This design comes from an exercise in tuning for small area, a short achievable clock period and few clock cycles per item on the open sky130 flow, not from production work. Function was checked by simulation only, so behaviour that the tests miss may differ from the original. No activity file was given, so power comes from the tool's default toggle rates.

**flow/constraint.sdc**
```tcl
create_clock -name core_clock -period 6.0 [get_ports {clk}]
set_input_delay 1.2000 -clock core_clock [delete_from_list [all_inputs] [get_ports {clk}]]
set_output_delay 1.2000 -clock core_clock [all_outputs]
set_load 0.01 [all_outputs]
```
**flow/config.mk**
```make
export PLATFORM = sky130hd
export DESIGN_NAME = sx1276_hlq
export DESIGN_NICKNAME = sx1276_hlq
export VERILOG_FILES = /design/flow/design.v
export SDC_FILE = /design/flow/constraint.sdc
export NUM_CORES = 4
export LEC_CHECK = 0
export CAP_MARGIN = 20
export CORE_MARGIN = 2
export CORE_UTILIZATION = 40
export PLACE_DENSITY = 0.6
export SLEW_MARGIN = 20
```
**flow/design.v**
```verilog
module sx1276_hlq (
    input  wire        clk,
    input  wire        rst,
    input  wire        req_valid,
    output wire        req_ready,
    input  wire        req_op,
    input  wire [7:0]  req_hop_raw,
    input  wire        req_ftab_valid,
    input  wire [31:0] req_freq,
    input  wire [31:0] req_fxosc,
    input  wire [7:0]  req_snr_raw,
    input  wire [7:0]  req_rssi_raw,
    output reg         resp_valid,
    output reg         resp_op,
    output reg  [7:0]  resp_fault,
    output reg  [5:0]  resp_hop_idx,
    output reg  [23:0] resp_frf,
    output reg  [7:0]  resp_snr_q,
    output reg  [15:0] resp_rssi_c
);
    localparam OP_RESYNC = 1'b0;
    localparam OP_LQ     = 1'b1;
    localparam FAULT_NONE           = 8'd0;
    localparam FAULT_FTAB_UNWRITTEN = 8'd3;
    localparam FAULT_FRF_OVERFLOW   = 8'd4;
    localparam S_IDLE = 2'd0;
    localparam S_DIV  = 2'd1;
    localparam S_FIN  = 2'd2;
    localparam DW = 51;    
    reg  [1:0]    state;
    reg           op;
    reg  [DW-1:0] quo;     
    reg  [31:0]   rem;
    reg  [31:0]   divisor;
    reg  [5:0]    count;
    assign req_ready = (state == S_IDLE);
    wire accept = req_valid && req_ready;
    wire signed [15:0] lq_neg = -16'sd15700
                              + $signed({8'd0, req_rssi_raw}) * 16'sd100
                              + $signed({{8{req_snr_raw[7]}}, req_snr_raw}) * 16'sd25;
    wire [DW-1:0] lq_num = {{(DW-19){1'b0}}, ({11'd0, req_rssi_raw} * 19'd1600) + 19'd7};
    wire [32:0] rem_sh   = {rem, quo[DW-1]};
    wire [33:0] rem_diff = {1'b0, rem_sh} - {2'b00, divisor};
    wire        q_bit    = !rem_diff[33];
    always @(posedge clk) begin
        if (rst) begin
            state        <= S_IDLE;
            resp_valid   <= 1'b0;
            resp_op      <= 1'b0;
            resp_fault   <= FAULT_NONE;
            resp_hop_idx <= 6'd0;
            resp_frf     <= 24'd0;
            resp_snr_q   <= 8'd0;
            resp_rssi_c  <= 16'd0;
            op           <= 1'b0;
            quo          <= {DW{1'b0}};
            rem          <= 32'd0;
            divisor      <= 32'd0;
            count        <= 6'd0;
        end else begin
            resp_valid <= 1'b0;
            case (state)
                S_IDLE: begin
                    if (accept) begin
                        op  <= req_op;
                        rem <= 32'd0;
                        count <= DW[5:0];
                        if (req_op == OP_RESYNC) begin
                            resp_hop_idx <= req_hop_raw[5:0];
                            if (!req_ftab_valid) begin
                                resp_op    <= OP_RESYNC;
                                resp_fault <= FAULT_FTAB_UNWRITTEN;
                                resp_frf   <= 24'd0;
                                resp_valid <= 1'b1;
                            end else begin
                                quo     <= {req_freq, 19'd0};
                                divisor <= req_fxosc;
                                state   <= S_DIV;
                            end
                        end else begin
                            resp_snr_q <= req_snr_raw;
                            if (req_snr_raw[7]) begin
                                resp_op     <= OP_LQ;
                                resp_fault  <= FAULT_NONE;
                                resp_rssi_c <= lq_neg;
                                resp_valid  <= 1'b1;
                            end else begin
                                quo     <= lq_num;
                                divisor <= 32'd15;
                                state   <= S_DIV;
                            end
                        end
                    end
                end
                S_DIV: begin
                    rem   <= q_bit ? rem_diff[31:0] : rem_sh[31:0];
                    quo   <= {quo[DW-2:0], q_bit};
                    count <= count - 6'd1;
                    if (count == 6'd1)
                        state <= S_FIN;
                end
                S_FIN: begin
                    resp_op    <= op;
                    resp_valid <= 1'b1;
                    state      <= S_IDLE;
                    if (op == OP_RESYNC) begin
                        if (quo[DW-1:24] != {(DW-24){1'b0}}) begin
                            resp_fault <= FAULT_FRF_OVERFLOW;
                            resp_frf   <= 24'd0;
                        end else begin
                            resp_fault <= FAULT_NONE;
                            resp_frf   <= quo[23:0];
                        end
                    end else begin
                        resp_fault  <= FAULT_NONE;
                        resp_rssi_c <= quo[15:0] - 16'd15700;
                    end
                end
                default: state <= S_IDLE;
            endcase
        end
    end
endmodule
```
**flow/run.sh**
```bash
#!/bin/bash
# synth_recipe.tcl (not shown) runs the flow's synth.tcl, then flattens the netlist and writes it again
# the make line also repeats each setting of config.mk as NAME=value (left out here)
make -C /OpenROAD-flow-scripts/flow DESIGN_CONFIG=/design/flow/config.mk WORK_HOME=/design/flow/orfs CLKGATE_MAP_FILE= SYNTH_SCRIPT=/design/flow/synth_recipe.tcl finish
```
==> report_table.html <==
<table>
<tr><th>Metric</th><th>Value</th></tr>
<tr><th colspan="2">Run status</th></tr>
<tr><td>Outcome</td><td>timing/DRC/antenna clean</td></tr>
<tr><th colspan="2">Power</th></tr>
<tr><td>Static power due to leakage</td><td>5.60 nW</td></tr>
<tr><td>Design internal power</td><td>3.81 mW</td></tr>
<tr><td>Net Sw Power</td><td>2.91 mW</td></tr>
<tr><td>Sequential cell fraction of total power</td><td>0.216</td></tr>
<tr><td>Proportion of power drawn by the clock network</td><td>0.173</td></tr>
<tr><td>Total chip power</td><td>6.72 mW</td></tr>
<tr><td>Areal power density over the cells</td><td>481 nW/um^2</td></tr>
<tr><td>Combinational group share of total power</td><td>0.612</td></tr>
<tr><td>Worst VDD drop</td><td>0.444 mV</td></tr>
<tr><td>Fraction of power spent switching nets</td><td>0.434</td></tr>
<tr><th colspan="2">CTS</th></tr>
<tr><td># clock sinks</td><td>182</td></tr>
<tr><td>CTS tree</td><td>yes</td></tr>
<tr><td>Clock tree root buffer cell</td><td>clkbuf_16</td></tr>
<tr><td>Clock-pin slew of the registers on the worst-case setup and hold paths</td><td>0.07 ns</td></tr>
<tr><td>Count of buffers added by post-CTS timing repair for setup</td><td>0</td></tr>
<tr><td>Inserted Clock Buffers</td><td>17</td></tr>
<tr><td>H-tree depth reported by CTS</td><td>4</td></tr>
<tr><td>Buffer levels on the longest clock path</td><td>2</td></tr>
<tr><td>Count of hold-fix buffers inserted at cts</td><td>0</td></tr>
<tr><td>Latest clock arrival within the worst-skew pair</td><td>0.44 ns</td></tr>
<tr><th colspan="2">Final layout</th></tr>
<tr><td>Synth-to-layout area growth</td><td>22.7%</td></tr>
<tr><td>Count of nets after finishing</td><td>1748</td></tr>
<tr><td>Final core occ</td><td>0.500</td></tr>
<tr><td>Antenna diode count</td><td>0</td></tr>
<tr><td>Layout cell share with drive strength beyond 1</td><td>0.0679</td></tr>
<tr><td>Most frequent cells in the layout</td><td>dfxtp_1, nand2_1, clkdlybuf4s50_1</td></tr>
<tr><td>Most frequent standard cell in the layout excluding fill and tap cells</td><td>dfxtp_1</td></tr>
<tr><td>Fin area</td><td>14000 um^2</td></tr>
<tr><td>Final instance count without filler cells</td><td>1925</td></tr>
<tr><th colspan="2">STA</th></tr>
<tr><td>Final count of hold timing violations</td><td>0</td></tr>
<tr><td>Worst slew margin relative to its limit</td><td>0.348</td></tr>
<tr><td>Maximum clock frequency</td><td>0.174 GHz</td></tr>
<tr><td>Worst Max-Slew Pin Slew</td><td>0.979 ns</td></tr>
<tr><td>Hold slack</td><td>0.453 ns</td></tr>
<tr><td>Total negative slack for setup checks</td><td>0 ns</td></tr>
<tr><td>Share of the cycle needed by the critical path after routing</td><td>0.958</td></tr>
<tr><td>Period minus WS final</td><td>5.75 ns</td></tr>
<tr><td>Setup slack after layout</td><td>0.252 ns</td></tr>
<tr><td>Max-slew violation total from the final report</td><td>0</td></tr>
<tr><td>Setup violations, final</td><td>0</td></tr>
<tr><td>Worst Skew</td><td>0.0116 ns</td></tr>
<tr><th colspan="2">Critical path</th></tr>
<tr><td>Largest driver fanout on the critical path</td><td>4</td></tr>
<tr><td>Critical path arrival</td><td>6.04 ns</td></tr>
<tr><td>Top Family by Delay on Critical Path</td><td>adder cells</td></tr>
<tr><td>Endpoint of the worst register-to-register path</td><td>rem[27]</td></tr>
<tr><td>Standard cell with the maximum stage delay on the critical path</td><td>fa_1</td></tr>
<tr><td>Type of element launching the critical path</td><td>input pin</td></tr>
<tr><td>Timing startpoint of the critical path</td><td>req_rssi_raw[2]</td></tr>
<tr><td>Critical path depth</td><td>20</td></tr>
<tr><td>Data required, critical path</td><td>6.30 ns</td></tr>
<tr><td>Type of the worst setup path</td><td>in -&gt; reg</td></tr>
<tr><td>Worst reg-to-reg path cell count</td><td>11</td></tr>
<tr><td>Worst stage delay on the critical path</td><td>0.57 ns</td></tr>
<tr><td>Launching point of the worst reg2reg path</td><td>divisor[20]</td></tr>
<tr><td>Worst reg2reg setup slack</td><td>2.55 ns</td></tr>
<tr><td>Worst-path cell chain</td><td>clkdlybuf4s50_1, ha_1, ha_1, fa_1, ha_4, a21oi_2, xnor2_1, ha_1, inv_1, fa_1, inv_1, ha_1, ha_1, nand2_1, o21ai_0, a41oi_1, a211oi_1, xor2_1, a211oi_1, nor3_1</td></tr>
<tr><td>Worst Setup End Kind</td><td>flip-flop</td></tr>
<tr><td>Critical path buffers and inverters</td><td>3</td></tr>
<tr><td>CP endpoint</td><td>resp_rssi_c[15]</td></tr>
<tr><td>Most common cell on crit path</td><td>ha_1</td></tr>
<tr><th colspan="2">Synth</th></tr>
<tr><td>Post-synth EDFFs</td><td>0</td></tr>
<tr><td>Cells after synthesis</td><td>1408</td></tr>
<tr><td>Flops &amp; latches, synth</td><td>182</td></tr>
<tr><td>Yosys Warn Count</td><td>1</td></tr>
<tr><td>Post-synthesis cell type count</td><td>64</td></tr>
<tr><td>Async S/R FF share, synth</td><td>0</td></tr>
<tr><td>Total standard cell area after synthesis</td><td>11400 um^2</td></tr>
<tr><td>Mean instance size in the synthesized netlist</td><td>8.09 um^2</td></tr>
<tr><td>Leading register cell type out of synthesis</td><td>dfxtp_1</td></tr>
<tr><td>Share of synthesized area occupied by flip-flops and latches</td><td>0.320</td></tr>
<tr><th colspan="2">Placed design</th></tr>
<tr><td>Standard cell area after detailed placement</td><td>13400 um^2</td></tr>
<tr><td>Placed Cells</td><td>1893</td></tr>
<tr><td>Number of port buffers</td><td>150</td></tr>
<tr><td>Detailed Place HPWL</td><td>22700 um</td></tr>
<tr><td>Final Wtd Congestion</td><td>0.837</td></tr>
<tr><td>Post-Place Setup Slack</td><td>-0.332 ns</td></tr>
<tr><th colspan="2">Global routing</th></tr>
<tr><td>Global routing usage summed across all routing layers</td><td>0.207</td></tr>
<tr><td>Maximum number of pins on one net before global-route repair</td><td>94</td></tr>
<tr><td>Number of antenna violations at the first check in global routing</td><td>0</td></tr>
<tr><td>Vias in the first global route</td><td>9755</td></tr>
<tr><td>Wire length of the first global-routing pass</td><td>50600 um</td></tr>
<tr><td>Total congestion overflow after global routing</td><td>0</td></tr>
<tr><th colspan="2">Detailed routing</th></tr>
<tr><td>Final wirelength</td><td>31300 um</td></tr>
<tr><td>Number of DRC violations after detailed routing</td><td>0</td></tr>
<tr><td>Number of iterations in the first detailed-routing pass</td><td>6</td></tr>
<tr><td>Routed WL per cell</td><td>16.3 um</td></tr>
<tr><td>DR iter-0 viols</td><td>619</td></tr>
<tr><td>Vias post-DR</td><td>10100</td></tr>
<tr><td>Post-route antenna net violation count</td><td>0</td></tr>
<tr><td>Detail-routed via count per cell</td><td>5.25</td></tr>
<tr><th colspan="2">Die</th></tr>
<tr><td>DIE WIDTH</td><td>173 um</td></tr>
<tr><td>Top Ports</td><td>158</td></tr>
<tr><td>Die height</td><td>173 um</td></tr>
<tr><td>Area of the core region</td><td>27900 um^2</td></tr>
<tr><td>Total Die Area</td><td>29900 um^2</td></tr>
<tr><td>Std-Cell Rows</td><td>61</td></tr>
<tr><td>Starting Density</td><td>0.408</td></tr>
<tr><th colspan="2">Min path</th></tr>
<tr><td>Worst hold-check path type</td><td>reg -&gt; reg</td></tr>
<tr><td>Worst Hold Path Cells</td><td>2</td></tr>
<tr><th colspan="2">Flow run</th></tr>
<tr><td>Number of max-cap violations</td><td>0</td></tr>
</table>
-- state kept, by name, indices dropped and copies added (netlist names) --
name and count:
op 1, state 2, rem 32, count 6, resp_fault 2, quo 51
resp_hop_idx 6, resp_snr_q 8, resp_valid 1, resp_frf 24, resp_rssi_c 16, divisor 32
resp_op 1
-- layout make-up --
class	instances	area [um^2]
Timing Repair Buffer	196	1840
Clock buffer	21	460
Tap cell	378	473
Fill cell	2747	14000
Sequential cell	182	3640
Multi-Input combinational cell	1038	7050
Clock inverter	11	138
Inverter	99	372
-- cells in the mapped netlist (6+ instances only) --
master | number | share of area
nor2_1 | 127 | 0.042
o21bai_1 | 7 | 0.0046
nand2_1 | 164 | 0.054
nor4_1 | 10 | 0.0055
o21a_1 | 7 | 0.0046
a311oi_1 | 44 | 0.034
nand3_1 | 27 | 0.012
xnor2_1 | 31 | 0.024
ha_1 | 101 | 0.11
a22o_1 | 7 | 0.0054
dfxtp_1 | 182 | 0.32
a32oi_1 | 9 | 0.0069
nand4_1 | 7 | 0.0038
nand3b_1 | 63 | 0.041
a211oi_1 | 22 | 0.014
fa_1 | 20 | 0.035
o21ai_0 | 40 | 0.018
nor2b_1 | 14 | 0.0077
clkbuf_1 | 75 | 0.025
a31oi_1 | 6 | 0.0033
nor3_1 | 37 | 0.016
xor2_1 | 20 | 0.015
a21o_1 | 22 | 0.014
o21ai_1 | 34 | 0.015
a22oi_1 | 26 | 0.017
buf_4 | 7 | 0.0046
inv_1 | 99 | 0.033
a21oi_1 | 115 | 0.050
nand2b_1 | 11 | 0.0060
-- how the worst min path moves through the flow --
| stage | start | to | slack, ns |
|---|---|---|---|
| after floorplan | divisor[12] | divisor[12] | 0.43 |
| after global placement | divisor[31] | divisor[31] | 0.44 |
| after detailed placement | divisor[18] | divisor[18] | 0.45 |
| after CTS | divisor[18] | divisor[18] | 0.46 |
| final | divisor[17] | divisor[17] | 0.45 |
| after global routing | divisor[31] | divisor[31] | 0.47 |
-- power groups by stage --
stage          combinational, mW  sequential (mW)  clock [mW]
3_5_place_dp                4.05             1.47           0
2_1_floorplan               3.25             1.44           0
3_3_place_gp                4.02             1.47           0
5_1_grt                     4.58             1.47        1.23
6_report                    4.11             1.45        1.16
4_1_cts                     4.09             1.45        1.18
-- cells by family after synthesis --
family                     Yosys count  share of synthesized area
AOI/OAI and AO/OA                  373                      0.220
xor gates and xnor gates            51                     0.0392
adders and majority gates          121                      0.146
buffers and inverters              192                     0.0673
DFF                                182                      0.320
muxes                                7                    0.00659
other                                1                   0.000329
and+or+nand+nor                    481                      0.201
-- timing repair --
item                                    4_1_cts  5_1_grt
hold endpoints to repair                      0        0
resized for setup                             0        5
endpoints found under the setup margin        0        3
-- per-layer routing --
| layer | up-vias | GRT usage | wire length (um) |
|---|---|---|---|
| met5 | - | 0 | 0 |
| met4 | 0 | 0.0593 | 576 |
| met3 | 34 | 0.0416 | 1460 |
| met2 | 199 | 0.343 | 14500 |
| met1 | 4682 | 0.274 | 14800 |
| li1 | 5198 | - | - |
-- worst reg2reg max path, cell delays in order, from the launching register on --
cell       delay, ns
dfxtp_1         0.33
inv_1           0.05
ha_1            0.34
a21oi_1         0.30
o21a_1          0.18
o221ai_1        0.13
a2bb2oi_1       0.29
a31oi_4         0.15
a211oi_4        0.59
buf_4           0.35
nand2b_1        0.46
o21ai_1         0.14
Testbench counts, summed over its fixed seeds: cycles 141,320, items 3,200.

## port drivers added, routing unchanged
How much do the figures lean on ideal ports? The routed layout below was timed once more, with nothing changed but the port constraints.
Step 1: set_driving_cell puts a clkbuf_16 on clk and a buf_2 on each other input, an assumption about the parent block.
Step 2 moves the port delays by t, midway between the first and last clock arrival at a register: inputs arrive t later, outputs are due t later. That takes back most of the time a late clock gives input paths.
a / b / c = ideal / step 1 / step 2; a / b = the first two.
t (ns): 0.486
setup slack, ns: 0.252 / 0.283 / -0.203
worst setup path after step 2: input to register
worst slew at a driven data input, ns: 0.06
With both steps, setup timing fails in this run, where it was met with ideal ports. For this run, drivers alone change the setup slack by +0.031 ns; drivers and shift together by -0.455 ns.
